This design comes from an exercise in tuning for small area, a short achievable clock period and few clock cycles per item on the open sky130 flow, not from production work.
RTL that was checked went through simulation tests only; none was proved equivalent to the original.

==> flow/design.v <==
module sm3_core (
    input  wire         clk,
    input  wire         rst,         
    input  wire         start_i,
    input  wire         first_i,
    input  wire [511:0] block_i,     
    output wire         ready_o,
    output reg          done_o,
    output wire [255:0] digest_o     
);
    localparam integer NR = 1;               
    localparam integer NC = 64 / NR;         
    localparam integer CW = (NC > 32) ? 6 : (NC > 16) ? 5 : (NC > 8) ? 4 : 3;
    localparam [255:0] IV = {32'h7380166F, 32'h4914B2B9, 32'h172442D7, 32'hDA8A0600,
                             32'hA96F30BC, 32'h163138AA, 32'hE38DEE4D, 32'hB0FB0E4E};
    localparam [31:0]  T0 = 32'h79CC4519;
    localparam [31:0]  T1 = 32'h7A879D8A;
    function [31:0] p0;
        input [31:0] x;
        begin
            p0 = x ^ {x[22:0], x[31:23]} ^ {x[14:0], x[31:15]};
        end
    endfunction
    function [31:0] p1;
        input [31:0] x;
        begin
            p1 = x ^ {x[16:0], x[31:17]} ^ {x[8:0], x[31:9]};
        end
    endfunction
    function [31:0] ktab;
        input [5:0] j;
        reg   [63:0] t2;
        begin
            t2   = (j < 6'd16) ? {T0, T0} : {T1, T1};
            t2   = t2 << j[4:0];
            ktab = t2[63:32];
        end
    endfunction
    reg              busy_q;                 
    reg  [CW-1:0]    cnt_q;                  
    reg              cv_q;                   
    reg              vf_q;                   
    reg  [255:0]     v_q;                    
    reg  [255:0]     s_q;                    
    reg  [511:0]     w_q;                    
    reg  [32*NR-1:0] k_q;                    
    wire [31:0] wv [0:15+NR];                
    genvar gi;
    generate
        for (gi = 0; gi < 16; gi = gi + 1) begin : g_wv
            assign wv[gi] = w_q[511-32*gi -: 32];
        end
        for (gi = 16; gi < 16 + NR; gi = gi + 1) begin : g_wx
            assign wv[gi] = p1(wv[gi-16] ^ wv[gi-9] ^ {wv[gi-3][16:0], wv[gi-3][31:17]})
                            ^ {wv[gi-13][24:0], wv[gi-13][31:25]} ^ wv[gi-6];
        end
    endgenerate
    wire [31:0] ra [0:NR], rb [0:NR], rc [0:NR], rd [0:NR];
    wire [31:0] re [0:NR], rf [0:NR], rg [0:NR], rh [0:NR];
    assign {ra[0], rb[0], rc[0], rd[0], re[0], rf[0], rg[0], rh[0]} = s_q;
    generate
        for (gi = 0; gi < NR; gi = gi + 1) begin : g_rnd
            wire [5:0]  j     = NR * cnt_q + gi;    
            wire        early = (j < 6'd16);
            wire [31:0] a12   = {ra[gi][19:0], ra[gi][31:20]};
            wire [31:0] kj    = k_q[32*NR-1-32*gi -: 32];
            wire [31:0] s0s   = a12 ^ re[gi] ^ kj;
            wire [31:0] s0c   = (a12 & re[gi]) | (a12 & kj) | (re[gi] & kj);
            wire [31:0] sst   = s0s + {s0c[30:0], 1'b0};
            wire [31:0] ss1   = {sst[24:0], sst[31:25]};
            wire [31:0] ss2   = ss1 ^ a12;
            wire [31:0] ff    = early ? (ra[gi] ^ rb[gi] ^ rc[gi])
                                      : ((ra[gi] & rb[gi]) | (ra[gi] & rc[gi]) | (rb[gi] & rc[gi]));
            wire [31:0] gg    = early ? (re[gi] ^ rf[gi] ^ rg[gi])
                                      : ((re[gi] & rf[gi]) | (~re[gi] & rg[gi]));
            wire [31:0] wp    = wv[gi] ^ wv[gi+4];
            wire [31:0] t1s   = ff ^ rd[gi] ^ wp;
            wire [31:0] t1c   = {((ff & rd[gi]) | (ff & wp) | (rd[gi] & wp)), 1'b0};
            wire [31:0] u1s   = t1s ^ t1c ^ ss2;
            wire [31:0] u1c   = {((t1s & t1c) | (t1s & ss2) | (t1c & ss2)), 1'b0};
            wire [31:0] tt1   = u1s + u1c;
            wire [31:0] t2s   = gg ^ rh[gi] ^ wv[gi];
            wire [31:0] t2c   = {((gg & rh[gi]) | (gg & wv[gi]) | (rh[gi] & wv[gi])), 1'b0};
            wire [31:0] u2s   = t2s ^ t2c ^ ss1;
            wire [31:0] u2c   = {((t2s & t2c) | (t2s & ss1) | (t2c & ss1)), 1'b0};
            wire [31:0] tt2   = u2s + u2c;
            assign ra[gi+1] = tt1;
            assign rb[gi+1] = ra[gi];
            assign rc[gi+1] = {rb[gi][22:0], rb[gi][31:23]};
            assign rd[gi+1] = rc[gi];
            assign re[gi+1] = p0(tt2);
            assign rf[gi+1] = re[gi];
            assign rg[gi+1] = {rf[gi][12:0], rf[gi][31:13]};
            assign rh[gi+1] = rg[gi];
        end
    endgenerate
    wire [255:0] s_next = {ra[NR], rb[NR], rc[NR], rd[NR], re[NR], rf[NR], rg[NR], rh[NR]};
    wire [511:0] w_next;
    generate
        if (NR < 16) begin : g_wsh
            assign w_next[511:32*NR] = w_q[511-32*NR:0];
        end
        for (gi = 0; gi < NR; gi = gi + 1) begin : g_wn
            assign w_next[32*NR-1-32*gi -: 32] = wv[16+gi];
        end
    endgenerate
    wire [5:0]       j_next = busy_q ? NR * (cnt_q + 1'b1) : 6'd0;
    wire [32*NR-1:0] k_next;
    generate
        for (gi = 0; gi < NR; gi = gi + 1) begin : g_kn
            assign k_next[32*NR-1-32*gi -: 32] = ktab(j_next + gi);
        end
    endgenerate
    wire         last   = busy_q & (cnt_q == NC - 1);
    wire         acc    = start_i & ~busy_q;
    wire         sel_iv = first_i | ~cv_q;           
    wire [255:0] v_in   = sel_iv ? IV : v_q;
    wire [255:0] v_use  = vf_q ? IV : v_q;
    assign ready_o  = ~busy_q;
    assign digest_o = v_q;
    always @(posedge clk) begin
        if (busy_q) begin
            s_q <= s_next;
            w_q <= w_next;
        end else begin
            s_q <= v_in;
            w_q <= block_i;
        end
        if (last)
            v_q <= v_use ^ s_next;
        k_q <= k_next;
        if (rst) begin
            busy_q <= 1'b0;
            cnt_q  <= {CW{1'b0}};
            cv_q   <= 1'b0;
            done_o <= 1'b0;
        end else begin
            done_o <= last;
            if (busy_q)
                cnt_q <= cnt_q + 1'b1;
            if (acc) begin
                busy_q <= 1'b1;
                cv_q   <= 1'b1;
                vf_q   <= sel_iv;
            end else if (last) begin
                busy_q <= 1'b0;
            end
        end
    end
endmodule
export LEC_CHECK = 0
export CAP_MARGIN = 20
export CORE_MARGIN = 2
export CORE_UTILIZATION = 40
export PLACE_DENSITY = 0.6
export SLEW_MARGIN = 20
create_clock -name core_clock -period 20.0 [get_ports {clk}]
run.sh (not shown) runs the stock make flow with config.mk's settings and CLKGATE_MAP_FILE= SYNTH_SCRIPT=/design/flow/synth_recipe.tcl, a recipe that flattens the netlist after the stock synthesis.
The baseline completed without violations.
Then changed:
--- a/flow/design.v
+++ b/flow/design.v
@@ -22,12 +22,28 @@
         end
     endfunction
     function [31:0] p1;
         input [31:0] x;
         begin
             p1 = x ^ {x[16:0], x[31:17]} ^ {x[8:0], x[31:9]};
+        end
+    endfunction
+    function [31:0] add32;
+        input [31:0] x, y;
+        reg   [31:0] g, p;
+        integer i, d;
+        begin
+            g = x & y;
+            p = x ^ y;
+            for (d = 1; d < 32; d = d * 2)
+                for (i = 0; i < 32; i = i + 1)
+                    if (i & d) begin
+                        g[i] = g[i] | (p[i] & g[(i & ~(d - 1)) - 1]);
+                        p[i] = p[i] & p[(i & ~(d - 1)) - 1];
+                    end
+            add32 = x ^ y ^ {g[30:0], 1'b0};
         end
     endfunction
     function [31:0] ktab;
         input [5:0] j;
         reg   [63:0] t2;
         begin
@@ -63,30 +79,30 @@
             wire [5:0]  j     = NR * cnt_q + gi;    
             wire        early = (j < 6'd16);
             wire [31:0] a12   = {ra[gi][19:0], ra[gi][31:20]};
             wire [31:0] kj    = k_q[32*NR-1-32*gi -: 32];
             wire [31:0] s0s   = a12 ^ re[gi] ^ kj;
             wire [31:0] s0c   = (a12 & re[gi]) | (a12 & kj) | (re[gi] & kj);
-            wire [31:0] sst   = s0s + {s0c[30:0], 1'b0};
+            wire [31:0] sst   = add32(s0s, {s0c[30:0], 1'b0});
             wire [31:0] ss1   = {sst[24:0], sst[31:25]};
             wire [31:0] ss2   = ss1 ^ a12;
             wire [31:0] ff    = early ? (ra[gi] ^ rb[gi] ^ rc[gi])
                                       : ((ra[gi] & rb[gi]) | (ra[gi] & rc[gi]) | (rb[gi] & rc[gi]));
             wire [31:0] gg    = early ? (re[gi] ^ rf[gi] ^ rg[gi])
                                       : ((re[gi] & rf[gi]) | (~re[gi] & rg[gi]));
             wire [31:0] wp    = wv[gi] ^ wv[gi+4];
             wire [31:0] t1s   = ff ^ rd[gi] ^ wp;
             wire [31:0] t1c   = {((ff & rd[gi]) | (ff & wp) | (rd[gi] & wp)), 1'b0};
             wire [31:0] u1s   = t1s ^ t1c ^ ss2;
             wire [31:0] u1c   = {((t1s & t1c) | (t1s & ss2) | (t1c & ss2)), 1'b0};
-            wire [31:0] tt1   = u1s + u1c;
+            wire [31:0] tt1   = add32(u1s, u1c);
             wire [31:0] t2s   = gg ^ rh[gi] ^ wv[gi];
             wire [31:0] t2c   = {((gg & rh[gi]) | (gg & wv[gi]) | (rh[gi] & wv[gi])), 1'b0};
             wire [31:0] u2s   = t2s ^ t2c ^ ss1;
             wire [31:0] u2c   = {((t2s & t2c) | (t2s & ss1) | (t2c & ss1)), 1'b0};
-            wire [31:0] tt2   = u2s + u2c;
+            wire [31:0] tt2   = add32(u2s, u2c);
             assign ra[gi+1] = tt1;
             assign rb[gi+1] = ra[gi];
             assign rc[gi+1] = {rb[gi][22:0], rb[gi][31:23]};
             assign rd[gi+1] = rc[gi];
             assign re[gi+1] = p0(tt2);
             assign rf[gi+1] = re[gi];
Cell count is lower by 1.2%.
Routed wire length climbs by 3.0%.
Non-clock buffer count came out lower by 4.
Global-route usage climbs by 1.3 points.
Cell area drops by 0.65%.
Utilization is higher by 0.38 points.
Sequential cell count is unchanged.
Synthesized area decreases by 1.2%.
Worst setup slack is better by 1.1 ns.
Worst hold slack is about the same.
Testbench counts after the change, summed over its fixed seeds: cycles 83,208, items 1,280.
Function not checked in the first run of this note: the RTL went through the layout flow alone.

========
// sm3_core: RTL as listed in full above, without the edits since
Settings: LEC_CHECK=0, CAP_MARGIN=70, CORE_MARGIN=2, CORE_UTILIZATION=40, PLACE_DENSITY=0.6, SLEW_MARGIN=70; clock period 20.0 ns.
Next try:
--- a/flow/design.v
+++ b/flow/design.v
@@ -23,10 +23,26 @@
     endfunction
     function [31:0] p1;
         input [31:0] x;
         begin
             p1 = x ^ {x[16:0], x[31:17]} ^ {x[8:0], x[31:9]};
+        end
+    endfunction
+    function [31:0] add32;
+        input [31:0] x, y;
+        reg   [31:0] g, p;
+        integer i, d;
+        begin
+            g = x & y;
+            p = x ^ y;
+            for (d = 1; d < 32; d = d * 2)
+                for (i = 0; i < 32; i = i + 1)
+                    if (i & d) begin
+                        g[i] = g[i] | (p[i] & g[(i & ~(d - 1)) - 1]);
+                        p[i] = p[i] & p[(i & ~(d - 1)) - 1];
+                    end
+            add32 = x ^ y ^ {g[30:0], 1'b0};
         end
     endfunction
     function [31:0] ktab;
         input [5:0] j;
         reg   [63:0] t2;
@@ -64,11 +80,11 @@
             wire        early = (j < 6'd16);
             wire [31:0] a12   = {ra[gi][19:0], ra[gi][31:20]};
             wire [31:0] kj    = k_q[32*NR-1-32*gi -: 32];
             wire [31:0] s0s   = a12 ^ re[gi] ^ kj;
             wire [31:0] s0c   = (a12 & re[gi]) | (a12 & kj) | (re[gi] & kj);
-            wire [31:0] sst   = s0s + {s0c[30:0], 1'b0};
+            wire [31:0] sst   = add32(s0s, {s0c[30:0], 1'b0});
             wire [31:0] ss1   = {sst[24:0], sst[31:25]};
             wire [31:0] ss2   = ss1 ^ a12;
             wire [31:0] ff    = early ? (ra[gi] ^ rb[gi] ^ rc[gi])
                                       : ((ra[gi] & rb[gi]) | (ra[gi] & rc[gi]) | (rb[gi] & rc[gi]));
             wire [31:0] gg    = early ? (re[gi] ^ rf[gi] ^ rg[gi])
@@ -76,16 +92,16 @@
             wire [31:0] wp    = wv[gi] ^ wv[gi+4];
             wire [31:0] t1s   = ff ^ rd[gi] ^ wp;
             wire [31:0] t1c   = {((ff & rd[gi]) | (ff & wp) | (rd[gi] & wp)), 1'b0};
             wire [31:0] u1s   = t1s ^ t1c ^ ss2;
             wire [31:0] u1c   = {((t1s & t1c) | (t1s & ss2) | (t1c & ss2)), 1'b0};
-            wire [31:0] tt1   = u1s + u1c;
+            wire [31:0] tt1   = add32(u1s, u1c);
             wire [31:0] t2s   = gg ^ rh[gi] ^ wv[gi];
             wire [31:0] t2c   = {((gg & rh[gi]) | (gg & wv[gi]) | (rh[gi] & wv[gi])), 1'b0};
             wire [31:0] u2s   = t2s ^ t2c ^ ss1;
             wire [31:0] u2c   = {((t2s & t2c) | (t2s & ss1) | (t2c & ss1)), 1'b0};
-            wire [31:0] tt2   = u2s + u2c;
+            wire [31:0] tt2   = add32(u2s, u2c);
             assign ra[gi+1] = tt1;
             assign rb[gi+1] = ra[gi];
             assign rc[gi+1] = {rb[gi][22:0], rb[gi][31:23]};
             assign rd[gi+1] = rc[gi];
             assign re[gi+1] = p0(tt2);
Result:
- The new run completed without violations
- via count fell by 0.74%
- cell area went down by 1.4%
- register-to-register slack gains 0.59 ns
- core utilization is about the same
- synthesized area goes down by 1.2%
- critical path depth is lower by 4
- clock-buffer cell count drops by 3
Testbench counts after the change, summed over its fixed seeds: cycles 83,208, items 1,280.
For the first run of this note, only the layout was checked, not whether the RTL still works.

-- static timing again, ports no longer ideal --
In the flow no input, the clock included, has a driving cell. The finished layouts below were timed again as built, in two steps.
Step 1 sets driving cells, clkbuf_16 on the clock port and buf_2 on the other inputs (assumed; they add their load-dependent delay and slew).
Step 2 also shifts input and output timing later by t, the mid clock arrival at the registers, as if the neighbouring blocks saw the same clock.
Slacks: ideal / step 1 / step 2; pairs: ideal / step 1.
run	t, ns	slack for setup (ns)	worst setup path after step 2	clock arrival spread, ns	pins driven straight from the clock port
the first run of note 1	0.819	11.673 / 11.673 / 11.673	register to register	0.054 / 0.054	1
the second run of note 1	0.827	12.781 / 12.781 / 12.781	register to register	0.070 / 0.071	1
the first run of note 2	0.820	12.396 / 12.396 / 12.396	register to register	0.044 / 0.044	1
the second run of note 2	0.806	12.991 / 12.991 / 12.991	register to register	0.070 / 0.069	1
After both steps setup and hold are still met in every run listed.
